This design comes from an exercise in tuning for small area, a short achievable clock period and few clock cycles on the open sky130 flow, not from production work. Only simulation tests tie the RTL to the original design; equivalence was not proved. Power figures rest on the tool's default switching activity, not on a simulated workload.

## design.v

```verilog
module epb (
    input  wire        clk,
    input  wire        rst,           
    input  wire        host_we,
    input  wire [4:0]  host_waddr,
    input  wire [31:0] host_wdata,
    input  wire [4:0]  host_raddr,
    output reg  [31:0] host_rdata,
    output wire        host_ready,    
    output wire        host_halted,   
    output wire        dev_req,
    output reg         dev_we,
    output wire [11:0] dev_addr,
    output reg  [15:0] dev_wdata,
    input  wire        dev_ack,
    input  wire [15:0] dev_rdata
);
    localparam [3:0] OP_WRITE_REG = 4'h1;
    localparam [3:0] OP_READ_REG  = 4'h2;
    localparam [3:0] OP_READ_MAC  = 4'h3;
    localparam [3:0] OP_WAIT_IDLE = 4'h4;
    localparam [3:0] OP_SUBMIT    = 4'h5;
    localparam [3:0] OP_READ_CELL = 4'h6;
    localparam [3:0] OP_EN_WRITE  = 4'h7;
    localparam [3:0] OP_WR_CELL   = 4'h8;
    localparam [3:0] OP_DIS_WRITE = 4'h9;
    localparam [3:0] OP_DUMP      = 4'hA;
    localparam [3:0] OP_PROGRAM   = 4'hB;
    localparam [2:0] CMD_READ  = 3'd0;
    localparam [2:0] CMD_EWDS  = 3'd1;
    localparam [2:0] CMD_EWEN  = 3'd2;
    localparam [2:0] CMD_WRITE = 3'd3;
    localparam [2:0] OUT_OK      = 3'd1;
    localparam [2:0] OUT_TIMEOUT = 3'd2;
    localparam [2:0] OUT_BAD_OP  = 3'd3;
    localparam [2:0] OUT_BAD_ARG = 3'd4;
    localparam [2:0] S_SINGLE    = 3'd0;
    localparam [2:0] S_DUMP_PRE  = 3'd1;
    localparam [2:0] S_UNLOCK    = 3'd2;
    localparam [2:0] S_WRITE     = 3'd3;
    localparam [2:0] S_LOCK      = 3'd4;
    localparam [2:0] S_DUMP_POST = 3'd5;
    localparam [3:0] P_XFER    = 4'd0;    
    localparam [3:0] P_MACCMD  = 4'd1;    
    localparam [3:0] P_MACDATA = 4'd2;    
    localparam [3:0] P_PREWAIT = 4'd3;    
    localparam [3:0] P_DATA    = 4'd4;    
    localparam [3:0] P_ISSUE1  = 4'd5;    
    localparam [3:0] P_ISSUE2  = 4'd6;    
    localparam [3:0] P_BUSY    = 4'd7;    
    localparam [3:0] P_READ    = 4'd8;    
    localparam [3:0] P_CHECK   = 4'd9;    
    localparam [7:0] MAGIC = 8'hA5;
    reg [31:0]  req_r;
    reg [31:0]  arg_val;
    reg [47:0]  arg_mac;
    reg [31:0]  res_r;
    reg [31:0]  last_cmd;
    reg [255:0] pre_img;
    reg [255:0] post_img;
    reg         pre_v, post_v;
    reg         run;
    reg         halted;
    reg [2:0]   outcome;
    reg [2:0]   seq;
    reg [3:0]   ph;
    reg         half;
    reg [4:0]   cell_r;
    wire ready = !run && !halted;
    assign host_ready  = ready;
    assign host_halted = halted;
    assign dev_req     = run;
    wire [3:0] op = req_r[31:28];
    wire       ok = (outcome == OUT_OK) && !halted;
    wire [31:0] status = {5'd0, halted, 1'b0, 5'd0,
                          halted, ok, ok, ok, 1'b0,
                          halted, halted, halted, 4'd0,
                          3'd0, outcome, halted, ready};
    wire [4:0] ra = host_raddr;
    wire [7:0] lo_sel;
    genvar gi;
    generate
        for (gi = 0; gi < 8; gi = gi + 1) begin : g_lo
            assign lo_sel[gi] = (ra[2:0] == gi);
        end
    endgenerate
    wire grp_reg  = (ra[4:3] == 2'd0);
    wire grp_pre  = (ra[4:3] == 2'd1) && pre_v;
    wire grp_post = (ra[4:3] == 2'd2) && post_v;
    reg [31:0] rd_reg, rd_pre, rd_post;
    integer w;
    always @(*) begin
        rd_reg = ({32{lo_sel[0]}} & req_r)
               | ({32{lo_sel[1]}} & arg_val)
               | ({32{lo_sel[2]}} & arg_mac[31:0])
               | ({32{lo_sel[3]}} & {16'd0, arg_mac[47:32]})
               | ({32{lo_sel[4]}} & status)
               | ({32{lo_sel[5]}} & res_r)
               | ({32{lo_sel[6]}} & last_cmd);
        rd_pre  = 32'd0;
        rd_post = 32'd0;
        for (w = 0; w < 8; w = w + 1) begin
            rd_pre  = rd_pre  | ({32{lo_sel[w]}} & pre_img[w*32 +: 32]);
            rd_post = rd_post | ({32{lo_sel[w]}} & post_img[w*32 +: 32]);
        end
        host_rdata = ({32{grp_reg}} & rd_reg) | ({32{grp_pre}} & rd_pre) | ({32{grp_post}} & rd_post);
    end
    wire        req_wr = host_we && (host_waddr == 5'd0);
    wire [31:0] q      = host_wdata;
    wire [3:0]  q_op   = q[31:28];
    reg [31:0] q_mask;
    always @(*) begin
        case (q_op)
            OP_WRITE_REG, OP_READ_REG: q_mask = 32'hF000FFFF;
            OP_READ_MAC:               q_mask = 32'hFFFEFFFF;
            OP_SUBMIT:                 q_mask = 32'hFFF800FF;
            OP_READ_CELL:              q_mask = 32'hFFFF00FF;
            OP_WR_CELL:                q_mask = 32'hFFFF0000;
            default:                   q_mask = 32'hFFFFFFFF;
        endcase
    end
    wire q_bad_op  = (q_op == 4'h0) || (q_op >= 4'hC);
    wire q_bad_rsv = ((q & q_mask) != {q_op, 28'd0});
    reg  q_bad_rng;
    always @(*) begin
        case (q_op)
            OP_WRITE_REG, OP_READ_REG: q_bad_rng = q[16] || (q[27:16] > 12'hFFC);
            OP_READ_CELL:              q_bad_rng = (q[15:8] > 8'd31);
            OP_WR_CELL:                q_bad_rng = (q[15:8] > 8'd6);
            default:                   q_bad_rng = 1'b0;
        endcase
    end
    reg [2:0] cmd;
    always @(*) begin
        case (seq)
            S_DUMP_PRE, S_DUMP_POST: cmd = CMD_READ;
            S_UNLOCK:                cmd = CMD_EWEN;
            S_WRITE:                 cmd = CMD_WRITE;
            S_LOCK:                  cmd = CMD_EWDS;
            default: begin
                case (op)
                    OP_SUBMIT:    cmd = req_r[18:16];
                    OP_EN_WRITE:  cmd = CMD_EWEN;
                    OP_WR_CELL:   cmd = CMD_WRITE;
                    OP_DIS_WRITE: cmd = CMD_EWDS;
                    default:      cmd = CMD_READ;
                endcase
            end
        endcase
    end
    wire [7:0] cmd_addr = (seq == S_SINGLE && op == OP_SUBMIT) ? req_r[15:8] : {3'd0, cell_r};
    reg [7:0] wr_byte;
    always @(*) begin
        if (seq == S_SINGLE)
            wr_byte = req_r[7:0];
        else begin
            case (cell_r[2:0])
                3'd1:    wr_byte = res_r[7:0];
                3'd2:    wr_byte = res_r[15:8];
                3'd3:    wr_byte = res_r[23:16];
                3'd4:    wr_byte = res_r[31:24];
                3'd5:    wr_byte = req_r[7:0];
                3'd6:    wr_byte = req_r[15:8];
                default: wr_byte = MAGIC;
            endcase
        end
    end
    reg [10:0] base;    
    always @(*) begin
        case (ph)
            P_XFER:            base = req_r[27:17];
            P_MACCMD:          base = 11'h052;    
            P_MACDATA:         base = 11'h054;    
            P_DATA, P_READ:    base = 11'h01A;    
            default:           base = 11'h018;    
        endcase
    end
    assign dev_addr = {base + {10'd0, half}, 1'b0};
    always @(*) begin
        dev_we    = 1'b0;
        dev_wdata = half ? {1'b0, cmd, 12'd0} : {8'd0, cmd_addr};
        case (ph)
            P_XFER: begin
                dev_we    = (op == OP_WRITE_REG);
                dev_wdata = half ? res_r[31:16] : res_r[15:0];
            end
            P_MACCMD: begin
                dev_we    = 1'b1;
                dev_wdata = half ? 16'hC000 : {15'd0, req_r[16]};
            end
            P_DATA: begin
                dev_we    = 1'b1;
                dev_wdata = half ? 16'd0 : {8'd0, wr_byte};
            end
            P_ISSUE1: begin
                dev_we    = 1'b1;
            end
            P_ISSUE2: begin
                dev_we    = 1'b1;
                dev_wdata = half ? {1'b1, cmd, 12'd0} : {8'd0, cmd_addr};
            end
            default: ;
        endcase
    end
    wire xfer   = run && dev_ack;
    wire rd_bsy = dev_rdata[15];
    wire is_wait = (seq == S_SINGLE) && (op == OP_WAIT_IDLE);
    wire cop_end = xfer && half && (
                       (ph == P_READ) ||
                       (ph == P_BUSY && !rd_bsy && !is_wait && cmd != CMD_READ && cmd != CMD_EWEN) ||
                       (ph == P_CHECK && !last_cmd[9] && seq != S_SINGLE));
    always @(posedge clk) begin
        if (rst) begin
            req_r    <= 32'd0;
            arg_val  <= 32'd0;
            arg_mac  <= 48'd0;
            res_r    <= 32'd0;
            last_cmd <= 32'd0;
            pre_v    <= 1'b0;
            post_v   <= 1'b0;
            run      <= 1'b0;
            halted   <= 1'b0;
            outcome  <= 3'd0;
            half     <= 1'b0;
        end else begin
            if (host_we) begin
                case (host_waddr)
                    5'd1: arg_val <= host_wdata;
                    5'd2: arg_mac[31:0] <= host_wdata;
                    5'd3: arg_mac[47:32] <= host_wdata[15:0];
                    default: ;
                endcase
            end
            if (req_wr && ready) begin
                req_r <= q;
                if (q_bad_op) begin
                    outcome <= OUT_BAD_OP;
                end else if (q_bad_rsv || q_bad_rng) begin
                    outcome <= OUT_BAD_ARG;
                end else begin
                    run  <= 1'b1;
                    half <= 1'b0;
                    cell_r <= q[12:8];
                    seq  <= S_SINGLE;
                    case (q_op)
                        OP_WRITE_REG: begin
                            res_r <= arg_val;
                            ph    <= P_XFER;
                        end
                        OP_READ_REG:  ph <= P_XFER;
                        OP_READ_MAC:  ph <= P_MACCMD;
                        OP_WAIT_IDLE: ph <= P_BUSY;
                        OP_SUBMIT:    ph <= P_ISSUE1;
                        OP_DUMP: begin
                            seq <= S_DUMP_PRE;
                            ph  <= P_PREWAIT;
                        end
                        OP_PROGRAM: begin
                            seq   <= S_DUMP_PRE;
                            ph    <= P_PREWAIT;
                            res_r <= arg_mac[31:0];
                            req_r[15:0] <= arg_mac[47:32];
                        end
                        default:      ph <= P_PREWAIT;
                    endcase
                end
            end
            if (xfer) begin
                half <= !half;
                if (!half) begin
                    case (ph)
                        P_XFER, P_MACDATA: res_r[15:0] <= dev_rdata;
                        P_PREWAIT, P_BUSY, P_CHECK: last_cmd[15:0] <= dev_rdata;
                        P_READ: begin
                            if (seq == S_SINGLE)
                                res_r <= {24'd0, dev_rdata[7:0]};
                            if (seq == S_DUMP_PRE)
                                pre_img <= {dev_rdata[7:0], pre_img[255:8]};
                            if (seq == S_DUMP_POST)
                                post_img <= {dev_rdata[7:0], post_img[255:8]};
                        end
                        default: ;
                    endcase
                end else begin
                    case (ph)
                        P_XFER: begin
                            if (op == OP_WRITE_REG)
                                res_r <= 32'd0;
                            else
                                res_r[31:16] <= dev_rdata;
                                run <= 1'b0;
                                outcome <= OUT_OK;
                        end
                        P_MACCMD: ph <= P_MACDATA;
                        P_MACDATA: begin
                            res_r[31:16] <= dev_rdata;
                            run <= 1'b0;
                            outcome <= OUT_OK;
                        end
                        P_PREWAIT: begin
                            last_cmd[31:16] <= dev_rdata;
                            if (!rd_bsy)
                                ph <= (cmd == CMD_WRITE) ? P_DATA : P_ISSUE1;
                        end
                        P_DATA:   ph <= P_ISSUE1;
                        P_ISSUE1: ph <= P_ISSUE2;
                        P_ISSUE2: begin
                            if (seq == S_SINGLE && op == OP_SUBMIT) begin
                                res_r <= 32'd0;
                                run <= 1'b0;
                                outcome <= OUT_OK;
                            end else begin
                                ph <= P_BUSY;
                            end
                        end
                        P_BUSY: begin
                            last_cmd[31:16] <= dev_rdata;
                            if (!rd_bsy) begin
                                if (seq == S_SINGLE && op == OP_WAIT_IDLE) begin
                                    res_r <= {dev_rdata, last_cmd[15:0]};
                                    run <= 1'b0;
                                    outcome <= OUT_OK;
                                end else if (cmd == CMD_READ) begin
                                    ph <= P_READ;
                                end else if (cmd == CMD_EWEN) begin
                                    ph <= P_CHECK;
                                end
                            end
                        end
                        P_READ: ;
                        default: begin  
                            last_cmd[31:16] <= dev_rdata;
                            if (last_cmd[9]) begin
                                res_r       <= {dev_rdata, last_cmd[15:0]};
                                req_r[15:0] <= 16'd0;
                                outcome     <= OUT_TIMEOUT;
                                halted      <= 1'b1;
                                run         <= 1'b0;
                            end else if (seq == S_SINGLE) begin
                                res_r <= {dev_rdata, last_cmd[15:0]};
                                run <= 1'b0;
                                outcome <= OUT_OK;
                            end
                        end
                    endcase
                end
            end
            if (cop_end) begin
                ph <= P_PREWAIT;
                case (seq)
                    S_SINGLE: begin
                        if (op != OP_READ_CELL)
                            res_r <= 32'd0;
                        run     <= 1'b0;
                        outcome <= OUT_OK;
                    end
                    S_DUMP_PRE: begin
                        cell_r <= cell_r + 5'd1;
                        if (cell_r == 5'd31) begin
                            pre_v <= 1'b1;
                            if (op == OP_DUMP) begin
                                res_r   <= 32'd0;
                                run     <= 1'b0;
                                outcome <= OUT_OK;
                            end else begin
                                seq <= S_UNLOCK;
                            end
                        end
                    end
                    S_UNLOCK: seq <= S_WRITE;
                    S_WRITE: begin
                        if (cell_r != 5'd6) begin
                            cell_r <= cell_r + 5'd1;
                        end else begin
                            cell_r <= 5'd0;
                            seq  <= S_LOCK;
                        end
                    end
                    S_LOCK: seq <= S_DUMP_POST;
                    default: begin  
                        cell_r <= cell_r + 5'd1;
                        if (cell_r == 5'd31) begin
                            post_v      <= 1'b1;
                            res_r       <= 32'd0;
                            req_r[15:0] <= 16'd0;
                            run         <= 1'b0;
                            outcome     <= OUT_OK;
                        end
                    end
                endcase
            end
        end
    end
endmodule
```

## flow/run.sh

```bash
#!/bin/bash
# Standard layout, with the ports buffered by buf_2 cells instead of the
# smallest-footprint buffer that buffer_ports picks by default.
set -euo pipefail
export BUFFER_PORTS_ARGS="-buffer_cell sky130_fd_sc_hd__buf_2"
bash standard.sh > standard_flow.log 2>&1
```

## standard.sh

```bash
#!/bin/bash
# synth_recipe.tcl (not shown) runs the flow's synth.tcl, then flattens the netlist and writes it again
# the make line also repeats each setting of config.mk as NAME=value (left out here)
make -C /OpenROAD-flow-scripts/flow DESIGN_CONFIG=/design/flow/config.mk WORK_HOME=/design/flow/orfs CLKGATE_MAP_FILE= SYNTH_SCRIPT=/design/flow/synth_recipe.tcl "${@:-finish}"
```

## config.mk

```make
export PLATFORM = sky130hd
export DESIGN_NAME = epb
export DESIGN_NICKNAME = epb
export VERILOG_FILES = /design/flow/design.v
export SDC_FILE = /design/flow/constraint.sdc
export NUM_CORES = 4
export LEC_CHECK = 0
export CAP_MARGIN = 20
export CORE_MARGIN = 2
export CORE_UTILIZATION = 60
export CTS_CLUSTER_DIAMETER = 100
export CTS_CLUSTER_SIZE = 24
export SETUP_SLACK_MARGIN = 3
export SLEW_MARGIN = 20
```

## constraint.sdc

```tcl
create_clock -name core_clock -period 8.0 [get_ports {clk}]
set_input_delay 1.6000 -clock core_clock [delete_from_list [all_inputs] [get_ports {clk}]]
set_output_delay 1.6000 -clock core_clock [all_outputs]
set_load 0.01 [all_outputs]
```

==> flow_metrics.py, run 1 <==
metrics = {
    "finish": {
        "nNetsFinal": 2683,
        "syn_to_final_growth_pct": 14.7,
        "drive_above_1_share_pct": 19.4,
        "instances_no_fill": 3296,
        "final_area_sq_um": 34600,
    },
    "synthesis": {
        "synth_compound_area_share_pct": 18.5,
        "synth_top_family_by_area": "compound AO/OA/AOI/OAI gates",
        "synthTopCellsByArea": "edfxtp_1 (52%), dfxtp_1 (12%), a22oi_1 (6.1%)",
        "synthArstFlopShare_pct": 0,
        "yosysTopAreaCell": "edfxtp_1",
        "synth-seq-cells": 708,
        "synth_fa_ha_area_share_pct": 0.332,
        "yosysSeqAreaShare_pct": 64.3,
        "synth.most_common_cell": "edfxtp_1",
        "synth_mux_area_share_pct": 4.74,
        "synthesis.area_sq_um": 30200,
        "synth_cell_type_count": 74,
        "ys_warn_count": 1,
        "ys_top_cells_by_count": "edfxtp_1 (524), nand2_1 (267), a22oi_1 (246), dfxtp_1 (184), a21oi_1 (177)",
        "synth_edf_count": 524,
        "syn_area_per_cell_sq_um": 12.2,
        "synthCells": 2478,
        "synth_top_area_share_pct": 52.1,
        "synth_ff_type": "edfxtp_1",
        "yosys.area_share.simple_pct": 9.19,
        "synthXorXnorAreaFrac_pct": 0.261,
    },
    "min_path": {
        "hold_class": "register to register",
    },
    "worst_setup_path": {
        "path_cells": "buf_16 -> nor2b_4 -> buf_12 -> nor2b_4 -> buf_6 -> buf_8 -> buf_4 -> a22o_1 -> a221oi_2 -> a31oi_1 -> a21oi_2 -> o21ai_2 -> buf_2",
        "critPathArrivalTime_ns": 3.65,
        "setup.worst_path.class": "input pin to primary output",
        "slowest_stage": "a21oi_2",
        "worstSetupStartpointType": "input pin",
        "cp-end-kind": "primary output",
        "crit_fanout": 6,
        "crit_path_frequent_cell": "nor2b_4",
        "critical_path.max_stage_delay_ns": 0.26,
        "required_ns": 6.40,
    },
    "timing": {
        "layout_min_cycle_time_ns": 5.25,
        "max_slew_margin_pct": 21.4,
        "finalHoldViolations": 0,
        "worst_pin_slew_ns": 1.18,
        "rsz0062_at_grt": "true",
        "fmax_mhz": 191,
        "worst_clock_skew_ns": 0.0213,
        "slew_viol_final": 0,
        "setup_violations": 0,
        "min_period_over_period_pct": 65.6,
    },
    "job": {
        "max-cap-violations": 0,
    },
    "power": {
        "ir_drop_v": 0.000146,
        "power-per-cell-area_nw_per_um2": 183,
        "p_leak_nw": 11.4,
    },
    "routing": {
        "wl_per_cell_microns": 31.6,
        "wl_mm": 104,
        "drc": 0,
        "first_pass_iters": 8,
        "viasPerCell": 7.21,
        "num_vias": 23800,
        "drtIter0Drc": 3428,
        "ant_nets": 0,
    },
    "cts": {
        "clk_latency_ns": 0.61,
        "ctsHtreeMaxLevel": 2,
        "numCtsBuffers": 35,
        "hold_buffers": 0,
        "cts.clk_slew.worst_paths_ns": 0.09,
        "cts_tree": "built",
        "clock-sinks": 708,
        "clockRootBuffer": "clkbuf_16",
        "clk_path_buf_depth": 3,
    },
    "floorplanning": {
        "dieArea_sq_um": 52100,
        "num_rows": 82,
        "die_h_microns": 228,
        "die_w_microns": 228,
        "core-area_sq_um": 49900,
        "start_util_pct": 60.5,
        "io_pins": 126,
    },
    "global_routing": {
        "grt.total_usage_pct": 38.3,
        "antenna_found_initial": 2,
        "grt-ovfl-total": 0,
        "grt_pass1_wl_mm": 148,
        "grt_max_degree": 194,
        "grt_pass1_vias": 22300,
    },
    "outcome": {
        "status": "timing/DRC/antenna clean",
    },
    "placed_design": {
        "dp_hpwl_mm": 64.2,
        "place_area_sq_um": 31400,
        "place_inst": 3133,
        "place_congestion": 0.982,
        "portBuffers": 124,
    },
}
## cells in the final DEF, fill, tap and decap left out, drive strengths merged, types with 15 or more instances in the layout
cell    count
a211oi     30
a21oi     177
a221oi     49
a22o       62
a22oi     246
a31oi      45
buf       269
clkbuf     47
dfxtp     184
edfxtp    524
inv        16
mux2       44
mux2i      89
nand2     267
nand3      15
nand4      35
nor2      162
nor3       27
o21ai      85
## through the flow
step	worst slack [ns]	power [mW]	setup TNS, ns	hold WS (ns)	utilization [%]
3_5_place_dp	1.67	4.32	0	0.432	63.0
4_1_cts	2.79	6.30	0	0.443	67.9
6_report	2.75	6.34	0	0.444	69.4
5_1_grt	2.71	6.49	0	0.445	69.4
3_3_place_gp	1.70	4.31	0	0.429	63.0
2_1_floorplan	-2.57	4.18	-1316.03	0.420	-
## final timing paths
| check | startpoint | end | slack, ns | cells past startpoint |
|---|---|---|---|---|
| worst max-delay path | host_raddr[0] | host_rdata[9] | 2.75 | 13 |
| worst min register to register | post_img[16]$_DFFE_PP_ | post_img[8]$_DFFE_PP_ | 0.44 | 0 |
| worst min-delay path | post_img[16]$_DFFE_PP_ | post_img[8]$_DFFE_PP_ | 0.44 | 0 |
| worst max register to register | run$_SDFF_PP0_ | post_img[162]$_DFFE_PP_ | 4.19 | 6 |
## critical path: cells and delay by family
| kind | cells | cell delay [ns] |
|---|---|---|
| buffers and inverters | 6 | 0.81 |
| AO/OA/AOI/OAI | 5 | 0.93 |
| AND/OR/NAND/NOR | 2 | 0.27 |
## cells by family (layout without fill, tap and decap cells)
family / Yosys count / count (layout)
AOI/OAI and AO/OA: 802 / 802
DFF: 708 / 708
and+or+nand+nor: 609 / 617
buffers and inverters: 206 / 343
muxes: 135 / 135
xor gates and xnor gates: 9 / 9
adders and majority gates: 8 / 8
other: 1 / 2
## what timing repair did
action / CTS / global route
cloned: 17 / 4
buffers inserted: 57 / 37
resized for setup: 161 / 74
pin swaps: 35 / 45
endpoints found under the setup margin: 38 / 42
## report_power, final
| part | total [mW] | switching (mW) | leakage [nW] | internal [mW] |
|---|---|---|---|---|
| Sequential | 3.91 | 0.0156 | 6.20 | 3.90 |
| Combinational | 0.450 | 0.284 | 4.69 | 0.166 |
| Clock | 1.98 | 1.16 | 0.463 | 0.816 |
| Total | 6.34 | 1.46 | 11.3 | 4.88 |
## final cells by class
cell class	instances	area, sq um
Clock inverter	4	46.3
Antenna cell	1	2.50
Sequential cell	708	19400
Inverter	16	60.1
Fill cell	3599	15300
Clock buffer	43	906
Multi-Input combinational cell	1572	10800
Tap cell	672	841
Timing Repair Buffer	280	2500
## sequential cells by signal (all words and copies together), names as in the netlist, 3 cells and up
register	count
pre_img	256
post_img	256
res_r	32
outcome	3
cell_r	5
arg_mac	48
seq	3
last_cmd	32
ph	4
arg_val	32
req_r	32
## per-layer routing
metal | share of wire (%) | track usage (%)
met1 | 37 | 51.7
met4 | 6.6 | 21.3
met3 | 12 | 7.73
met5 | 0.012 | 0
met2 | 45 | 58.8
Testbench counts, summed over its fixed seeds: cycles 21,343.
==> run 2: changes to the inputs <==
--- a/design.v
+++ b/design.v
@@ -76,35 +76,13 @@
                           halted, ok, ok, ok, 1'b0,
                           halted, halted, halted, 4'd0,
                           3'd0, outcome, halted, ready};
-    wire [4:0] ra = host_raddr;
-    wire [7:0] lo_sel;
-    genvar gi;
-    generate
-        for (gi = 0; gi < 8; gi = gi + 1) begin : g_lo
-            assign lo_sel[gi] = (ra[2:0] == gi);
-        end
-    endgenerate
-    wire grp_reg  = (ra[4:3] == 2'd0);
-    wire grp_pre  = (ra[4:3] == 2'd1) && pre_v;
-    wire grp_post = (ra[4:3] == 2'd2) && post_v;
-    reg [31:0] rd_reg, rd_pre, rd_post;
-    integer w;
-    always @(*) begin
-        rd_reg = ({32{lo_sel[0]}} & req_r)
-               | ({32{lo_sel[1]}} & arg_val)
-               | ({32{lo_sel[2]}} & arg_mac[31:0])
-               | ({32{lo_sel[3]}} & {16'd0, arg_mac[47:32]})
-               | ({32{lo_sel[4]}} & status)
-               | ({32{lo_sel[5]}} & res_r)
-               | ({32{lo_sel[6]}} & last_cmd);
-        rd_pre  = 32'd0;
-        rd_post = 32'd0;
-        for (w = 0; w < 8; w = w + 1) begin
-            rd_pre  = rd_pre  | ({32{lo_sel[w]}} & pre_img[w*32 +: 32]);
-            rd_post = rd_post | ({32{lo_sel[w]}} & post_img[w*32 +: 32]);
-        end
-        host_rdata = ({32{grp_reg}} & rd_reg) | ({32{grp_pre}} & rd_pre) | ({32{grp_post}} & rd_post);
-    end
+    wire [22:0] rd_sel;
+    epb_rdec u_rdec (.ra(host_raddr), .pre_v(pre_v), .post_v(post_v), .sel(rd_sel));
+    wire [31:0] rd_y;
+    epb_rmux u_rmux (.sel(rd_sel),
+                     .words({post_img, pre_img, last_cmd, res_r, status, {16'd0, arg_mac[47:32]}, arg_mac[31:0], arg_val, req_r}),
+                     .y(rd_y));
+    always @(*) host_rdata = rd_y;
     wire        req_wr = host_we && (host_waddr == 5'd0);
     wire [31:0] q      = host_wdata;
     wire [3:0]  q_op   = q[31:28];
@@ -392,3 +370,32 @@
         end
     end
 endmodule
+module epb_rdec (
+    input  wire [4:0]  ra,
+    input  wire        pre_v,
+    input  wire        post_v,
+    output wire [22:0] sel
+);
+    genvar i;
+    generate
+        for (i = 0; i < 7; i = i + 1) begin : g_reg
+            assign sel[i] = (ra == i);
+        end
+        for (i = 0; i < 8; i = i + 1) begin : g_img
+            assign sel[7 + i]  = (ra == 8 + i) && pre_v;
+            assign sel[15 + i] = (ra == 16 + i) && post_v;
+        end
+    endgenerate
+endmodule
+module epb_rmux (
+    input  wire [22:0]  sel,
+    input  wire [735:0] words,
+    output reg  [31:0]  y
+);
+    integer w;
+    always @(*) begin
+        y = 32'd0;
+        for (w = 0; w < 23; w = w + 1)
+            y = y | ({32{sel[w]}} & words[w*32 +: 32]);
+    end
+endmodule
--- a/config.mk
+++ b/config.mk
@@ -7,8 +7,9 @@
 export LEC_CHECK = 0
 export CAP_MARGIN = 20
 export CORE_MARGIN = 2
-export CORE_UTILIZATION = 60
+export CORE_UTILIZATION = 66
 export CTS_CLUSTER_DIAMETER = 100
 export CTS_CLUSTER_SIZE = 24
-export SETUP_SLACK_MARGIN = 3
+export SETUP_SLACK_MARGIN = 3.2
 export SLEW_MARGIN = 20
+export SYNTH_HIERARCHICAL = 1
==> run 2 against run 1 <==
Net effect:
- critical path depth is 5 lower
- die area decreased by 10%
- global-route usage is 8.8 points higher
- synthesized cell count decreased by 2.5%
- cell count fell by 2.6%
- hold slack better by 0.00067 ns
- sequential power about the same
- area after synthesis is 1.2% lower
- utilization grew 7.7 points
- non-clock buffer count down 1
- routed wire length is 11% higher
- highest routed layer unchanged
==> flow_metrics.py, run 2 <==
metrics = {
    "power": {
        "p_leak_nw": 11.3,
        "power-per-cell-area_nw_per_um2": 182,
        "ir_drop_v": 0.000212,
    },
    "timing": {
        "worst_pin_slew_ns": 1.30,
        "final.setup.tns_ns": 0,
        "hold_slack_ns": 0.444,
        "setup_violations": 0,
        "finalHoldViolations": 0,
        "worst_slack_ns": 2.88,
        "min_period_over_period_pct": 64.0,
        "slew_viol_final": 0,
        "layout_min_cycle_time_ns": 5.12,
        "rsz0062_at_grt": "true",
        "worst_clock_skew_ns": 0.0235,
        "max_slew_margin_pct": 13.2,
        "fmax_mhz": 195,
    },
    "placed_design": {
        "place_congestion": 1.05,
        "dp_hpwl_mm": 69.5,
        "portBuffers": 124,
        "place_inst": 3038,
        "dp_slack_ns": 2.28,
    },
    "synthesis": {
        "synth-seq-cells": 708,
        "syn_area_per_cell_sq_um": 12.3,
        "synthXorXnorAreaFrac_pct": 0.294,
        "yosys.area_share.simple_pct": 11.0,
        "synthArstFlopShare_pct": 0,
        "ys_top_cells_by_count": "edfxtp_1 (524), a22oi_1 (293), nand2_1 (260), dfxtp_1 (184), nor2_1 (162)",
        "synth_compound_area_share_pct": 18.4,
        "ys_warn_count": 8,
        "synthesis.area_sq_um": 29800,
        "synth_fa_ha_area_share_pct": 0.336,
        "synthTopCellsByArea": "edfxtp_1 (53%), dfxtp_1 (12%), a22oi_1 (7.4%)",
        "synth_edf_count": 524,
        "synth.most_common_cell": "edfxtp_1",
        "synthCells": 2415,
        "synth_mux_area_share_pct": 1.86,
        "synth_ff_type": "edfxtp_1",
        "synth_top_family_by_area": "compound AO/OA/AOI/OAI gates",
        "synth_top_area_share_pct": 52.8,
        "yosysTopAreaCell": "edfxtp_1",
        "yosysSeqAreaShare_pct": 65.1,
        "synth_cell_type_count": 81,
    },
    "cts": {
        "cts_tree": "built",
        "ctsHtreeMaxLevel": 2,
        "clock-sinks": 708,
        "clockRootBuffer": "clkbuf_16",
        "clk_path_buf_depth": 3,
        "clk_latency_ns": 0.60,
        "numCtsBuffers": 35,
        "hold_buffers": 0,
        "cts.clk_slew.worst_paths_ns": 0.10,
    },
    "worst_setup_path": {
        "r2r_cells": 7,
        "critPathArrivalTime_ns": 3.52,
        "worstSetupStartpointType": "input pin",
        "cp-end-kind": "primary output",
        "required_ns": 6.40,
        "crit_fanout": 11,
        "setup.worst_path.class": "input pin to primary output",
    },
    "floorplanning": {
        "start_util_pct": 67.2,
        "num_rows": 77,
        "die_h_microns": 217,
        "die_w_microns": 217,
        "io_pins": 126,
        "core-area_sq_um": 44400,
        "dieArea_sq_um": 46900,
    },
    "global_routing": {
        "grt_pass1_vias": 23200,
        "grt-ovfl-total": 0,
        "grt.total_usage_pct": 47.2,
        "grt_max_degree": 147,
        "grt_pass1_wl_mm": 159,
        "antenna_found_initial": 5,
    },
    "finish": {
        "nNetsFinal": 2657,
        "syn_to_final_growth_pct": 14.8,
        "instances_no_fill": 3209,
        "multi_input_area_sq_um": 10300,
        "nFillCells": 2718,
        "layout_commonest_cell": "edfxtp_1",
        "top_regs": "post_img x256, pre_img x256, arg_mac x48",
        "drive_above_1_share_pct": 17.4,
        "final_cell_mix": "edfxtp_1 (524), a22oi_1 (266), nand2_1 (259)",
        "post-route-util_pct": 77.1,
        "regArea_sq_um": 19400,
    },
    "routing": {
        "first_pass_iters": 10,
        "wl_per_cell_microns": 36.0,
        "drtIter0Drc": 5551,
        "viasPerCell": 7.88,
        "ant_nets": 0,
        "wl_mm": 116,
        "drc": 0,
        "num_vias": 25300,
    },
    "job": {
        "max-cap-violations": 0,
    },
    "min_path": {
        "min_path_cells": 0,
        "hold_class": "register to register",
    },
    "outcome": {
        "status": "timing/DRC/antenna clean",
    },
}
-- run 2: Yosys stat by module (local to each module, per instance) --
module    copies in the design  cells
epb_rdec                     1     34
epb                          1   1832
epb_rmux                     1    549
-- run 2: final timing paths --
kind                                         startpoint                       to  slack, ns
worst max-delay path                      host_raddr[3]           host_rdata[15]       2.88
worst min-delay path            post_img[178]$_DFFE_PP_  post_img[170]$_DFFE_PP_       0.44
worst max register to register   req_r[31]$_SDFFE_PP0P_      req_r[0]$_SDFF_PP0_       3.80
worst min register to register  post_img[178]$_DFFE_PP_  post_img[170]$_DFFE_PP_       0.44
-- run 2: layout make-up --
| type | count | area share [%] |
|---|---|---|
| well taps | 592 | 2.16 |
| diodes | 4 | 0.0292 |
| multi-input cells | 1546 | 30.1 |
| clock inverters | 3 | 0.110 |
| inverters | 17 | 0.208 |
| repair buffers | 279 | 7.66 |
| flip-flops and latches | 708 | 56.7 |
| clock buffers | 60 | 2.96 |
-- run 2: where the power goes --
group / internal, mW / switching, mW / total [mW]
clock: 0.885 / 1.19 / 2.07
sequential: 3.90 / 0.0163 / 3.91
combinational: 0.0802 / 0.181 / 0.261
total: 4.86 / 1.38 / 6.24
-- run 2: worst max-delay path, cell delays in order --
cell and delay [ns]:
buf_8 0.11, buf_6 0.10, or3b_4 0.42, nor2_4 0.32
buf_6 0.25, a22oi_1 0.28, nand4_1 0.25, buf_2 0.16
-- run 2: logic make-up (layout without fill, tap and decap cells) --
group | count (synthesis) | count (layout)
compound gates | 752 | 752
flops | 708 | 708
simple gates | 683 | 685
buf+inv | 198 | 359
mux | 55 | 55
xor+xnor | 10 | 10
fa+ha+maj | 8 | 8
other cells | 1 | 40
-- run 2: stage by stage --
stage          cell area [sq um]  total power [mW]
6_report                   34200              6.24
3_3_place_gp               31100              4.20
2_1_floorplan              30000              4.10
5_1_grt                    34200              6.34
4_1_cts                    33700              6.18
3_5_place_dp               31100              4.20
-- run 2: layer usage --
layer | wire, microns | vias to the layer above | part of all wire, % | global-route usage [%]
met1 | 37100 | 12000 | 32 | 61.7
met2 | 48000 | 2812 | 42 | 67.8
met5 | 101 | - | 0.087 | 0
li1 | - | 9813 | - | -
met4 | 9510 | 8 | 8.2 | 29.1
met3 | 20900 | 648 | 18 | 16.7
-- run 2: timing repair --
action,in CTS,in global routing
setup buffers,70,19
setup endpoints to repair,47,44
gates resized for setup,156,49
gates cloned,11,4
pin swaps,87,67
Testbench counts of run 2, summed over its fixed seeds: cycles 21,343.
==> run 3: changes to the inputs <==
--- a/config.mk
+++ b/config.mk
@@ -7,9 +7,10 @@
 export LEC_CHECK = 0
 export CAP_MARGIN = 20
 export CORE_MARGIN = 2
-export CORE_UTILIZATION = 66
+export CORE_UTILIZATION = 60
 export CTS_CLUSTER_DIAMETER = 100
 export CTS_CLUSTER_SIZE = 24
-export SETUP_SLACK_MARGIN = 3.2
+export SETUP_SLACK_MARGIN = 3
 export SLEW_MARGIN = 20
 export SYNTH_HIERARCHICAL = 1
+export TNS_END_PERCENT = 30
==> run 3 against run 2 <==
Net effect:
- still clean on timing, DRC and antenna
- critical path depth rose by 1
- first-iteration DRC count down 21%
- via count shrank 4.6%
- register-to-register slack lost 0.17 ns
- clock skew is 0.0038 ns lower
- sequential power hardly changed
- area after synthesis unchanged
- die area grew 9.8%
- largest power group unchanged
==> flow_metrics.py, run 3 <==
metrics = {
    "outcome": {
        "status": "timing/DRC/antenna clean",
    },
    "worst_setup_path": {
        "r2r_start": "req_r[31]$_SDFFE_PP0P_",
        "worstSetupStartpointType": "input pin",
        "cp-startpoint": "host_raddr[4]",
        "critPathArrivalTime_ns": 3.50,
        "crit_fanout": 32,
        "cp-end-kind": "primary output",
        "setup.worst_path.class": "input pin to primary output",
        "required_ns": 6.40,
    },
    "finish": {
        "post-route-util_pct": 68.4,
        "top_regs": "post_img x256, pre_img x256, arg_mac x48",
        "syn_to_final_growth_pct": 12.5,
        "layout_commonest_cell": "edfxtp_1",
        "nFillCells": 3613,
        "instances_no_fill": 3250,
        "final_area_sq_um": 33500,
        "drive_above_1_share_pct": 14.8,
        "diodes": 0,
        "final_cell_mix": "edfxtp_1 (524), a22oi_1 (290), nand2_1 (258)",
        "nNetsFinal": 2629,
    },
    "cts": {
        "numCtsBuffers": 35,
        "clockRootBuffer": "clkbuf_16",
        "cts_tree": "built",
        "clk_latency_ns": 0.61,
        "ctsHtreeMaxLevel": 2,
        "clk_path_buf_depth": 3,
        "cts.clk_slew.worst_paths_ns": 0.10,
        "clock-sinks": 708,
    },
    "placed_design": {
        "place_inst": 3110,
        "dp_hpwl_mm": 72.0,
        "place_area_sq_um": 31300,
        "portBuffers": 124,
        "place_congestion": 1.03,
    },
    "timing": {
        "fmax_mhz": 196,
        "min_period_over_period_pct": 63.7,
        "layout_min_cycle_time_ns": 5.10,
        "slew_viol_final": 0,
        "rsz0062_at_grt": "true",
        "setup_violations": 0,
        "finalHoldViolations": 0,
        "worst_clock_skew_ns": 0.0196,
        "max_slew_margin_pct": 19.7,
        "worst_pin_slew_ns": 1.20,
    },
    "floorplanning": {
        "num_rows": 81,
        "die_w_microns": 227,
        "dieArea_sq_um": 51500,
        "start_util_pct": 60.8,
        "die_h_microns": 227,
        "io_pins": 126,
        "core-area_sq_um": 49100,
    },
    "synthesis": {
        "synth_edf_count": 524,
        "synth_cell_type_count": 81,
        "synthCells": 2415,
        "synth_top_area_share_pct": 52.8,
        "ys_top_cells_by_count": "edfxtp_1 (524), a22oi_1 (293), nand2_1 (260), dfxtp_1 (184), nor2_1 (162)",
        "synthesis.area_sq_um": 29800,
        "synth.most_common_cell": "edfxtp_1",
        "synth-seq-cells": 708,
        "synthTopCellsByArea": "edfxtp_1 (53%), dfxtp_1 (12%), a22oi_1 (7.4%)",
        "synth_ff_type": "edfxtp_1",
        "yosysSeqAreaShare_pct": 65.1,
        "ys_warn_count": 8,
        "syn_area_per_cell_sq_um": 12.3,
        "yosysTopAreaCell": "edfxtp_1",
        "synthArstFlopShare_pct": 0,
    },
    "global_routing": {
        "antenna_found_initial": 6,
        "grt-ovfl-total": 0,
        "grt_pass1_wl_mm": 157,
        "grt_max_degree": 172,
        "grt.total_usage_pct": 42.9,
        "grt_pass1_vias": 22700,
    },
    "power": {
        "power-per-cell-area_nw_per_um2": 186,
        "p_total_mw": 6.25,
        "ir_drop_v": 0.000145,
        "p_leak_nw": 11.1,
    },
    "routing": {
        "num_vias": 24100,
        "wl_mm": 112,
        "drtIter0Drc": 4407,
        "wl_per_cell_microns": 34.5,
        "viasPerCell": 7.42,
        "first_pass_iters": 10,
        "ant_nets": 0,
        "drc": 0,
    },
    "job": {
        "max-cap-violations": 0,
    },
    "min_path": {
        "hold_class": "register to register",
        "min_from": "post_img[170]$_DFFE_PP_",
    },
}
==> run 3: area by class of cell <==
type / instances / area, sq um / area share (%)
inverter: 17 / 71.3 / 0.213
sequential: 708 / 19400 / 57.9
clock buffer: 61 / 1020 / 3.03
timing repair buffer: 248 / 2080 / 6.20
tap: 664 / 831 / 2.48
clock inverter: 3 / 36.3 / 0.108
multi-input combinational: 1549 / 10100 / 30.1
==> run 3: routing by layer <==
metal / part of all wire (%) / GRT usage (%) / vias up
met5: 0.068 / 0 / -
met4: 6.4 / 22.8 / 12
met3: 15 / 13.1 / 441
met2: 43 / 62.2 / 2162
met1: 36 / 58.2 / 11800
li1: - / - / 9746
==> run 3: logic make-up (layout without fill, tap and decap cells) <==
logic type | Yosys count | after routing | share of synthesized area [%]
AND/OR/NAND/NOR | 683 | 688 | 11.0
XOR/XNOR | 10 | 10 | 0.294
AO/OA/AOI/OAI | 752 | 752 | 18.4
other | 1 | 36 | 0.0126
adder cells (fa/ha/maj) | 8 | 8 | 0.336
buffers and inverters | 198 | 329 | 2.98
multiplexers | 55 | 55 | 1.86
flip-flops | 708 | 708 | 65.1
==> run 3: worst max-delay path, stage by stage <==
cell and delay, ns:
buf_4 0.14, nand4b_1 0.24, nor2_2 0.06, buf_6 0.23, a22o_1 0.25, a221oi_1 0.24
nand3_1 0.18, or3_1 0.39, buf_2 0.15
==> run 3: worst paths after layout <==
check,end,slack (ns),cells after the start
setup / recovery,host_rdata[19],2.90,9
hold / removal,post_img[162]$_DFFE_PP_,0.45,0
setup reg to reg,res_r[0]$_SDFF_PP0_,3.63,7
hold reg to reg,post_img[162]$_DFFE_PP_,0.45,0
==> run 3: metrics by stage <==
step                      setup TNS, ns  setup slack, ns  hold slack [ns]
after floorplan                 -324.04           -0.646            0.425
after global placement                0             2.42            0.428
after detailed placement              0             2.38            0.434
after CTS                             0             2.87            0.447
after global routing                  0             2.85            0.461
final                                 0             2.90            0.449
==> run 3: report_power, final <==
group | total [mW] | switching (mW) | internal [mW]
clock | 2.08 | 1.20 | 0.888
sequential | 3.91 | 0.0155 | 3.90
combinational | 0.256 | 0.182 | 0.0739
==> run 3: modules after synthesis, one instance, submodules excluded <==
module,times used,flip-flops and latches,cells,cell area [sq um]
epb,1,708,1832,25800
epb_rmux,1,0,549,3880
epb_rdec,1,0,34,168
==> run 3: timing repair <==
action / CTS / global route
gates cloned: 5 / 2
pin swaps: 25 / 16
endpoints found under the setup margin: 49 / 43
gates resized for setup: 48 / 51
setup buffers: 53 / 16
hold buffers: 0 / 0
==> run 4: changes to the inputs <==
--- a/config.mk
+++ b/config.mk
@@ -13,4 +13,4 @@
 export SETUP_SLACK_MARGIN = 3
 export SLEW_MARGIN = 20
 export SYNTH_HIERARCHICAL = 1
-export TNS_END_PERCENT = 30
+export TNS_END_PERCENT = 10
==> run 4 against run 3 <==
Net effect:
- power about the same
- critical path depth up 1
- clock power about the same
- sequential share of layout area about the same
- utilization about the same
- clock-buffer cell count unchanged
- combinational power about the same
- clock skew down 0.0011 ns
- sequential cell count unchanged
- final area about the same
- via count up 0.28%
- sequential power about the same
- critical path type unchanged
- highest routed layer unchanged
==> flow_metrics.py, run 4 <==
metrics = {
    "outcome": {
        "status": "timing/DRC/antenna clean",
    },
    "synthesis": {
        "synth_edf_count": 524,
        "synthCells": 2415,
        "syn_area_per_cell_sq_um": 12.3,
        "synth.most_common_cell": "edfxtp_1",
        "synth_ff_type": "edfxtp_1",
        "synthTopCellsByArea": "edfxtp_1 (53%), dfxtp_1 (12%), a22oi_1 (7.4%)",
        "synthArstFlopShare_pct": 0,
        "synth_cell_type_count": 81,
        "ys_top_cells_by_count": "edfxtp_1 (524), a22oi_1 (293), nand2_1 (260), dfxtp_1 (184), nor2_1 (162)",
        "synthesis.area_sq_um": 29800,
        "ys_warn_count": 8,
        "synth_top_area_share_pct": 52.8,
        "synth-seq-cells": 708,
        "yosysTopAreaCell": "edfxtp_1",
        "yosysSeqAreaShare_pct": 65.1,
    },
    "floorplanning": {
        "dieArea_sq_um": 51500,
        "core-area_sq_um": 49100,
        "start_util_pct": 60.8,
        "num_rows": 81,
        "die_h_microns": 227,
        "die_w_microns": 227,
        "io_pins": 126,
    },
    "min_path": {
        "hold_class": "register to register",
        "min_path_cells": 0,
        "min_from": "post_img[244]$_DFFE_PP_",
        "hold_path_end": "post_img[236]$_DFFE_PP_",
    },
    "worst_setup_path": {
        "path_cells": "buf_4 -> nand4b_1 -> buf_4 -> nor2_2 -> buf_12 -> a22o_1 -> a221oi_1 -> nand3_1 -> or3_1 -> buf_2",
        "ff2ff_setup_slack_ns": 3.59,
        "crit_path_frequent_cell": "buf_4",
        "r2r_start": "req_r[31]$_SDFFE_PP0P_",
        "slowest_stage": "or3_1",
        "r2r-end": "res_r[3]$_SDFF_PP0_",
        "critPathArrivalTime_ns": 3.75,
        "cp-end-kind": "primary output",
        "critical_path.max_stage_delay_ns": 0.43,
        "r2r_cells": 7,
        "setup.worst_path.class": "input pin to primary output",
        "worstSetupStartpointType": "input pin",
        "required_ns": 6.40,
        "crit_fanout": 32,
    },
    "routing": {
        "wl_per_cell_microns": 34.6,
        "viasPerCell": 7.43,
        "ant_nets": 0,
        "drc": 0,
        "wl_mm": 113,
        "num_vias": 24200,
        "first_pass_iters": 7,
        "drtIter0Drc": 4346,
    },
    "power": {
        "power-per-cell-area_nw_per_um2": 186,
        "p_leak_nw": 11.1,
        "ir_drop_v": 0.000145,
        "p_total_mw": 6.25,
    },
    "cts": {
        "clockRootBuffer": "clkbuf_16",
        "numCtsBuffers": 35,
        "clock-sinks": 708,
        "clk_path_buf_depth": 3,
        "clk_latency_ns": 0.62,
        "hold_buffers": 0,
        "cts.clk_slew.worst_paths_ns": 0.10,
        "ctsHtreeMaxLevel": 2,
        "cts_tree": "built",
    },
    "finish": {
        "post-route-util_pct": 68.4,
        "instances_no_fill": 3255,
        "syn_to_final_growth_pct": 12.5,
        "drive_above_1_share_pct": 14.9,
        "top_regs": "post_img x256, pre_img x256, arg_mac x48",
        "layout_commonest_cell": "edfxtp_1",
        "nNetsFinal": 2632,
        "final_cell_mix": "edfxtp_1 (524), a22oi_1 (292), nand2_1 (258)",
    },
    "timing": {
        "slew_viol_final": 0,
        "hold_slack_ns": 0.446,
        "fmax_mhz": 187,
        "worst_slack_ns": 2.65,
        "rsz0062_at_grt": "true",
        "layout_min_cycle_time_ns": 5.35,
        "worst_clock_skew_ns": 0.0185,
        "min_period_over_period_pct": 66.8,
        "worst_pin_slew_ns": 1.25,
        "setup_violations": 0,
        "finalHoldViolations": 0,
        "max_slew_margin_pct": 16.8,
    },
    "global_routing": {
        "grt-ovfl-total": 0,
        "antenna_found_initial": 5,
        "grt_pass1_wl_mm": 157,
        "grt_pass1_vias": 22600,
        "grt.total_usage_pct": 42.7,
        "grt_max_degree": 172,
    },
    "placed_design": {
        "dp_hpwl_mm": 72.0,
        "portBuffers": 124,
        "place_congestion": 1.03,
        "dp_slack_ns": 2.38,
        "place_inst": 3110,
    },
    "job": {
        "max-cap-violations": 0,
    },
}
## run 4: cell counts after synthesis
No cell type changed its count.
## run 4: cell type report
class                           count  area [sq um]
Clock inverter                      3          36.3
Sequential cell                   708         19400
Inverter                           17          71.3
Multi-Input combinational cell   1549         10100
Antenna cell                        2          5.00
Fill cell                        3620         15500
Timing Repair Buffer              251          2100
Tap cell                          664           831
Clock buffer                       61          1020
## run 4: Yosys stat by module, one instance, submodules excluded
| module | copies in the design | cells |
|---|---|---|
| epb | 1 | 1832 |
| epb_rdec | 1 | 34 |
| epb_rmux | 1 | 549 |
## run 4: metal layers
layer	global-route usage, %	part of all wire [%]
met1	58.5	36
met3	12.6	15
met4	21.7	6.5
met2	62.3	43
met5	0	0.025
## run 4: critical path, delay by kind of cell
| family | cells | cell delay, ns |
|---|---|---|
| buffers and inverters | 4 | 0.66 |
| AO/OA/AOI/OAI | 2 | 0.62 |
| AND/OR/NAND/NOR | 4 | 0.83 |
## run 4: power breakdown
group          total, mW  internal (mW)  switching [mW]
clock               2.08          0.888            1.19
combinational      0.255         0.0730           0.182
sequential          3.91           3.90          0.0154
## run 4: repair_timing
item | 4_1_cts | 5_1_grt
resized for setup | 41 | 51
gates cloned | 5 | 3
buffers inserted | 43 | 28
pin swaps | 18 | 17
setup endpoints to repair | 49 | 44
## run 4: stage by stage
step | instance area, sq um | TNS (ns)
2_1_floorplan | 30000 | -324.04
5_1_grt | 33600 | 0
4_1_cts | 33100 | 0
6_report | 33600 | 0
3_5_place_dp | 31300 | 0
3_3_place_gp | 31200 | 0
## run 4: kinds of logic (layout without fill, tap and decap cells)
group / count (synthesis) / after routing / synth area share, %
other: 1 / 38 / 0.0126
adders and majority gates: 8 / 8 / 0.336
muxes: 55 / 55 / 1.86
xor gates and xnor gates: 10 / 10 / 0.294
buffers and inverters: 198 / 332 / 2.98
AOI/OAI and AO/OA: 752 / 752 / 18.4
and+or+nand+nor: 683 / 688 / 11.0
DFF: 708 / 708 / 65.1
## run 4: worst max path at each step
stage / startpoint / endpoint / cells after the start
2_1_floorplan: dev_ack / post_img[0]$_DFFE_PP_ / 4
3_3_place_gp: host_raddr[4] / host_rdata[15] / 6
3_5_place_dp: host_raddr[0] / host_rdata[15] / 8
4_1_cts: cell_r[0]$_DFFE_PN_ / dev_wdata[7] / 10
5_1_grt: host_raddr[4] / host_rdata[1] / 10
6_report: host_raddr[4] / host_rdata[1] / 10
==> run 5: changes to the inputs <==
--- a/config.mk
+++ b/config.mk
@@ -13,4 +13,3 @@
 export SETUP_SLACK_MARGIN = 3
 export SLEW_MARGIN = 20
 export SYNTH_HIERARCHICAL = 1
-export TNS_END_PERCENT = 10
==> run 5 against run 4 <==
Net effect:
- still clean on timing, DRC and antenna
- fmax grew 6.4%
- critical path depth shrank 1
- sequential share of layout area grew 0.24 points
- power shrank 0.49%
- largest cell class unchanged
==> flow_metrics.py, run 5 <==
metrics = {
    "worst_setup_path": {
        "worstSetupStartpointType": "input pin",
        "path_cells": "buf_4 -> or3b_4 -> nor2_2 -> clkbuf_8 -> a22oi_1 -> nand4_1 -> nor2_1 -> nand4_1 -> buf_2",
        "required_ns": 6.40,
        "crit_family": "simple AND/OR/NAND/NOR gates",
        "slowest_stage": "or3b_4",
        "critPathArrivalTime_ns": 3.43,
        "cp-end-kind": "primary output",
        "crit_fanout": 32,
        "setup.worst_path.class": "input pin to primary output",
        "ff2ff_setup_slack_ns": 4.02,
        "crit_path_frequent_cell": "nand4_1",
        "path_buf_inv": 3,
        "r2r-end": "res_r[29]$_SDFF_PP0_",
        "r2r_start": "req_r[31]$_SDFFE_PP0P_",
        "r2r_cells": 7,
        "critical_path.max_stage_delay_ns": 0.45,
    },
    "synthesis": {
        "ys_top_cells_by_count": "edfxtp_1 (524), a22oi_1 (293), nand2_1 (260), dfxtp_1 (184), nor2_1 (162)",
        "yosysSeqAreaShare_pct": 65.1,
        "synth.most_common_cell": "edfxtp_1",
        "synth_edf_count": 524,
        "synthTopCellsByArea": "edfxtp_1 (53%), dfxtp_1 (12%), a22oi_1 (7.4%)",
        "synthCells": 2415,
        "synth_cell_type_count": 81,
        "synth-seq-cells": 708,
        "synth_ff_type": "edfxtp_1",
        "synth_top_area_share_pct": 52.8,
        "synthesis.area_sq_um": 29800,
        "synthArstFlopShare_pct": 0,
        "syn_area_per_cell_sq_um": 12.3,
        "ys_warn_count": 8,
        "yosysTopAreaCell": "edfxtp_1",
    },
    "global_routing": {
        "grt.total_usage_pct": 42.8,
        "grt-ovfl-total": 0,
        "grt_pass1_wl_mm": 156,
        "antenna_found_initial": 7,
        "grt_pass1_vias": 22300,
        "grt_max_degree": 138,
    },
    "routing": {
        "first_pass_iters": 10,
        "viasPerCell": 7.46,
        "drc": 0,
        "wl_per_cell_microns": 34.3,
        "wl_met3_mm": 16.8,
        "ant_nets": 0,
        "drtIter0Drc": 4357,
        "routed.top_layer": "met5",
        "route.met2.wl_mm": 47.8,
        "num_vias": 24200,
        "wl_mm": 111,
        "wl_met1_mm": 39.6,
    },
    "outcome": {
        "status": "timing/DRC/antenna clean",
    },
    "cts": {
        "cts_tree": "built",
        "cts.clk_slew.worst_paths_ns": 0.10,
        "clk_latency_ns": 0.61,
        "clockRootBuffer": "clkbuf_16",
        "numCtsBuffers": 35,
        "clock-sinks": 708,
        "ctsHtreeMaxLevel": 2,
        "clk_path_buf_depth": 3,
    },
    "floorplanning": {
        "start_util_pct": 60.8,
        "die_w_microns": 227,
        "io_pins": 126,
        "dieArea_sq_um": 51500,
        "num_rows": 81,
        "die_h_microns": 227,
        "core-area_sq_um": 49100,
    },
    "power": {
        "p_leak_nw": 11.0,
        "ir_drop_v": 0.000150,
        "p_total_mw": 6.22,
        "power-per-cell-area_nw_per_um2": 186,
    },
    "timing": {
        "layout_min_cycle_time_ns": 5.03,
        "final.setup.tns_ns": 0,
        "worst_pin_slew_ns": 1.22,
        "worst_slack_ns": 2.97,
        "setup_violations": 0,
        "worst_clock_skew_ns": 0.0262,
        "slew_viol_final": 0,
        "hold_slack_ns": 0.453,
        "fmax_mhz": 199,
        "max_slew_margin_pct": 18.1,
        "min_period_over_period_pct": 62.8,
        "rsz0062_at_grt": "true",
        "finalHoldViolations": 0,
    },
    "min_path": {
        "hold_class": "register to register",
        "min_from": "post_img[146]$_DFFE_PP_",
        "min_path_cells": 0,
        "hold_path_end": "post_img[138]$_DFFE_PP_",
    },
    "job": {
        "max-cap-violations": 0,
    },
    "finish": {
        "nFillCells": 3603,
        "drive_above_1_share_pct": 14.6,
        "nNetsFinal": 2611,
        "regArea_sq_um": 19400,
        "final_area_sq_um": 33400,
        "post-route-util_pct": 68.1,
        "syn_to_final_growth_pct": 12.1,
        "layout_commonest_cell": "edfxtp_1",
        "final_cell_mix": "edfxtp_1 (524), a22oi_1 (291), nand2_1 (259)",
        "multi_input_area_sq_um": 10100,
        "instances_no_fill": 3236,
        "top_regs": "post_img x256, pre_img x256, arg_mac x48",
    },
    "placed_design": {
        "portBuffers": 124,
        "place_congestion": 1.03,
        "place_inst": 3110,
        "dp_slack_ns": 2.49,
        "dp_hpwl_mm": 71.9,
        "place_area_sq_um": 31300,
    },
}
## run 5: how the worst max path moves through the flow
stage                        startpoint                     to  slack (ns)  cells past startpoint
final                     host_raddr[4]          host_rdata[6]        2.97                      9
after global routing      host_raddr[4]          host_rdata[1]        2.95                     10
after CTS                 host_raddr[4]          host_rdata[1]        2.99                     10
after detailed placement  host_raddr[0]          host_rdata[7]        2.49                      7
after global placement    host_raddr[4]          host_rdata[7]        2.38                      7
after floorplan                 dev_ack  post_img[0]$_DFFE_PP_       -0.65                      4
## run 5: logic make-up (layout without fill, tap and decap cells)
group	Yosys count	after routing	synth area share, %
AOI/OAI and AO/OA	752	752	18.4
xor gates and xnor gates	10	10	0.294
adders and majority gates	8	8	0.336
buffers and inverters	198	311	2.98
DFF	708	708	65.1
muxes	55	55	1.86
other	1	40	0.0126
and+or+nand+nor	683	688	11.0
## run 5: what timing repair did
item                                    4_1_cts  5_1_grt
buffers inserted                             49        2
gates cloned                                  7        0
resized for setup                            63       48
endpoints found under the hold margin         0        0
endpoints found under the setup margin       47       44
hold buffers                                  0        0
pin swaps                                    31       27
## run 5: power by group
| group | leakage (nW) | internal, mW | switching (mW) | total [mW] |
|---|---|---|---|---|
| sequential | 6.20 | 3.89 | 0.0138 | 3.91 |
| clock | 0.492 | 0.866 | 1.19 | 2.06 |
| combinational | 4.26 | 0.0702 | 0.178 | 0.249 |
## run 5: area by class of cell
cell class / count / area share (%)
clock inverters: 4 / 0.120
flip-flops and latches: 708 / 58.1
diodes: 4 / 0.0299
repair buffers: 230 / 5.74
clock buffers: 60 / 2.96
inverters: 17 / 0.213
well taps: 664 / 2.49
multi-input cells: 1549 / 30.4
## run 5: per-module statistics from Yosys, one instance, submodules excluded
module    copies in the design  cell area (sq um)  flops+latches  cells inside
epb_rdec                     1                168              0            34
epb                          1              25800            708          1832
epb_rmux                     1               3880              0           549
## run 5: layer usage
layer	up-vias	GRT usage, %
met5	-	0
met4	4	22.8
met3	412	12.5
met2	2275	62.6
met1	11700	58.1
li1	9725	-
==> run 6: changes to the inputs <==
--- a/config.mk
+++ b/config.mk
@@ -7,7 +7,7 @@
 export LEC_CHECK = 0
 export CAP_MARGIN = 20
 export CORE_MARGIN = 2
-export CORE_UTILIZATION = 60
+export CORE_UTILIZATION = 55
 export CTS_CLUSTER_DIAMETER = 100
 export CTS_CLUSTER_SIZE = 24
 export SETUP_SLACK_MARGIN = 3
==> run 6 against run 5 <==
Net effect:
- still clean
- combinational power barely moved
- global-route usage fell by 3.1 points
- die area rose by 8.9%
==> flow_metrics.py, run 6 <==
metrics = {
    "outcome": {
        "status": "timing/DRC/antenna clean",
    },
    "synthesis": {
        "synthTopCellsByArea": "edfxtp_1 (53%), dfxtp_1 (12%), a22oi_1 (7.4%)",
        "synth_top_area_share_pct": 52.8,
        "yosysSeqAreaShare_pct": 65.1,
        "synth-seq-cells": 708,
        "ys_warn_count": 8,
        "synth.most_common_cell": "edfxtp_1",
        "yosysTopAreaCell": "edfxtp_1",
        "syn_area_per_cell_sq_um": 12.3,
        "synth_ff_type": "edfxtp_1",
        "synth_edf_count": 524,
        "synthesis.area_sq_um": 29800,
        "ys_top_cells_by_count": "edfxtp_1 (524), a22oi_1 (293), nand2_1 (260), dfxtp_1 (184), nor2_1 (162)",
        "synthCells": 2415,
        "synthArstFlopShare_pct": 0,
        "synth_cell_type_count": 81,
    },
    "power": {
        "swShare_pct": 22.5,
        "p_leak_nw": 11.1,
        "power-per-cell-area_nw_per_um2": 187,
        "intPower_mw": 4.88,
        "ir_drop_v": 0.000231,
        "p_comb_share_pct": 4.0,
        "seq_power_share_pct": 62.1,
        "p_clk_share_pct": 33.9,
        "p_switching_mw": 1.41,
    },
    "routing": {
        "ant_nets": 0,
        "drtIter0Drc": 4148,
        "viasPerCell": 7.25,
        "wl_met3_mm": 15.5,
        "wl_mm": 115,
        "first_pass_iters": 6,
        "num_vias": 23800,
        "routed.top_layer": "met5",
        "wl_met1_mm": 43.7,
        "route.met2.wl_mm": 49.6,
        "drc": 0,
        "wl_per_cell_microns": 34.9,
    },
    "cts": {
        "ctsHtreeMaxLevel": 2,
        "clk_path_buf_depth": 3,
        "cts.clk_slew.worst_paths_ns": 0.09,
        "clock-sinks": 708,
        "numCtsBuffers": 36,
        "clockRootBuffer": "clkbuf_16",
        "cts_tree": "built",
        "clk_latency_ns": 0.59,
    },
    "finish": {
        "nNetsFinal": 2632,
        "top_regs": "post_img x256, pre_img x256, arg_mac x48",
        "syn_to_final_growth_pct": 13.1,
        "drive_above_1_share_pct": 15.7,
        "layout_commonest_cell": "edfxtp_1",
        "post-route-util_pct": 62.8,
        "instances_no_fill": 3288,
        "final_cell_mix": "edfxtp_1 (524), a22oi_1 (283), nand2_1 (258)",
    },
    "worst_setup_path": {
        "r2r_cells": 7,
        "slowest_stage": "buf_6",
        "crit_path_frequent_cell": "buf_6",
        "required_ns": 6.40,
        "critical_path.max_stage_delay_ns": 0.38,
        "cp-end-kind": "primary output",
        "worstSetupStartpointType": "input pin",
        "r2r-end": "res_r[7]$_SDFF_PP0_",
        "path_buf_inv": 5,
        "cp-startpoint": "host_raddr[4]",
        "r2r_start": "req_r[30]$_SDFFE_PP0P_",
        "crit_fanout": 32,
        "crit_family": "buffers and inverters",
        "endpoint": "host_rdata[9]",
        "path_cells": "buf_8 -> nand4b_1 -> buf_6 -> buf_4 -> nor2_2 -> buf_6 -> a22oi_1 -> nand3_1 -> nor2_1 -> nand4_1 -> buf_2",
        "critPathArrivalTime_ns": 3.50,
        "ff2ff_setup_slack_ns": 4.23,
        "setup.worst_path.class": "input pin to primary output",
        "cp_num_cells": 11,
    },
    "global_routing": {
        "grt_max_degree": 168,
        "antenna_found_initial": 8,
        "grt-ovfl-total": 0,
        "grt_pass1_vias": 22000,
        "grt_pass1_wl_mm": 160,
        "grt.total_usage_pct": 39.7,
    },
    "floorplanning": {
        "die_w_microns": 237,
        "start_util_pct": 55.5,
        "dieArea_sq_um": 56100,
        "core-area_sq_um": 53700,
        "die_h_microns": 237,
        "io_pins": 126,
        "num_rows": 85,
    },
    "timing": {
        "min_period_over_period_pct": 63.7,
        "worst_clock_skew_ns": 0.0289,
        "rsz0062_at_grt": "true",
        "layout_min_cycle_time_ns": 5.10,
        "finalHoldViolations": 0,
        "setup_violations": 0,
        "hold_slack_ns": 0.441,
        "worst_pin_slew_ns": 1.18,
        "max_slew_margin_pct": 21.6,
        "fmax_mhz": 196,
        "worst_slack_ns": 2.90,
        "slew_viol_final": 0,
    },
    "min_path": {
        "hold_class": "register to register",
        "min_from": "post_img[155]$_DFFE_PP_",
    },
    "placed_design": {
        "place_inst": 3143,
        "place_congestion": 1.01,
        "dp_slack_ns": 2.30,
        "dp_hpwl_mm": 73.6,
        "portBuffers": 124,
    },
    "job": {
        "max-cap-violations": 0,
    },
}
==> run 6: what timing repair did <==
item / 4_1_cts / 5_1_grt
cloned: 6 / 3
buffers inserted: 55 / 12
setup endpoints to repair: 46 / 35
gates resized for setup: 60 / 48
pin swaps: 39 / 35
hold buffers: 0 / 0
==> run 6: layout make-up <==
class	count	area [sq um]
fillers	4145	20000
flip-flops and latches	708	19400
multi-input cells	1549	10200
repair buffers	250	2050
clock buffers	62	1040
well taps	696	871
inverters	17	71.3
clock inverters	4	58.8
diodes	2	5.00
==> run 6: Yosys stat by module (local to each module, per instance) <==
module | times used | area, sq um | flops+latches | cells
epb | 1 | 25800 | 708 | 1832
epb_rdec | 1 | 168 | 0 | 34
epb_rmux | 1 | 3880 | 0 | 549
==> run 6: power groups by stage <==
| stage | clock [mW] | combinational (mW) | sequential (mW) |
|---|---|---|---|
| 5_1_grt | 2.25 | 0.261 | 3.91 |
| 6_report | 2.13 | 0.251 | 3.91 |
| 3_5_place_dp | 0 | 0.216 | 4.00 |
| 2_1_floorplan | 0 | 0.117 | 3.98 |
| 3_3_place_gp | 0 | 0.213 | 4.00 |
| 4_1_cts | 2.14 | 0.235 | 3.91 |
==> run 6: worst reg2reg max path: cells and delay by family, from the launching register on <==
| kind | cells | cell delay (ns) |
|---|---|---|
| AO/OA/AOI/OAI | 4 | 1.26 |
| AND/OR/NAND/NOR | 3 | 1.54 |
| flip-flops | 1 | 0.82 |
==> run 6: metal layers <==
metal / vias up / global-route usage, %
li1: 9768 / -
met1: 11800 / 56.5
met5: - / 0
met2: 1942 / 57.7
met4: 4 / 18.2
met3: 325 / 9.87
==> run 6: kinds of logic after synthesis <==
kind of cell / share of synthesized area [%]
simple gates: 11.0
buf+inv: 2.98
flops: 65.1
compound gates: 18.4
other cells: 0.0126
fa+ha+maj: 0.336
mux: 1.86
xor+xnor: 0.294
==> run 6: metrics by stage <==
stage | total power, mW | setup TNS, ns | instance area (sq um)
after global routing | 6.42 | 0 | 33700
after CTS | 6.28 | 0 | 33300
final | 6.30 | 0 | 33700
after detailed placement | 4.21 | 0 | 31300
after global placement | 4.21 | 0 | 31300
after floorplan | 4.10 | -324.04 | 30000
==> run 6: worst min-delay path by stage <==
stage | endpoint | cells after the start
floorplan | post_img[86]$_DFFE_PP_ | 0
global placement | pre_img[218]$_DFFE_PP_ | 0
detailed placement | post_img[128]$_DFFE_PP_ | 0
CTS | post_img[147]$_DFFE_PP_ | 0
global route | post_img[147]$_DFFE_PP_ | 0
finish | post_img[147]$_DFFE_PP_ | 0

-- static timing again, ports no longer ideal --
Ports are ideal in the flow. The routed layouts listed here were re-timed in OpenROAD.
Step 1 sets driving cells, clkbuf_16 on the clock port and buf_2 on the other inputs (assumed; they add their load-dependent delay and slew).
Step 2, shift: input delay + t, output delay - t, t = (earliest + latest rising clock arrival at the registers) / 2. This alone moves slack from input paths to output paths.
Three values: no drivers, after step 1, after step 2; two values: the first two.
| run | shift t [ns] | slack for setup (ns) | worst setup path at the end |
|---|---|---|---|
| run 1 | 0.659 | 2.753 / 2.687 / 2.547 | input to register |
| run 2 | 0.651 | 2.876 / 2.822 / 2.822 | input to output |
| run 3 | 0.663 | 2.900 / 2.872 / 2.823 | input to register |
| run 4 | 0.665 | 2.654 / 2.628 / 2.628 | input to output |
| run 5 | 0.662 | 2.974 / 2.939 / 2.800 | input to register |
| run 6 | 0.652 | 2.901 / 2.855 / 2.787 | input to register |
After both steps every run listed still meets setup and hold. The setup slack of run 1, which loses most, moves by -0.066 ns with the drivers and by -0.206 ns with both steps.
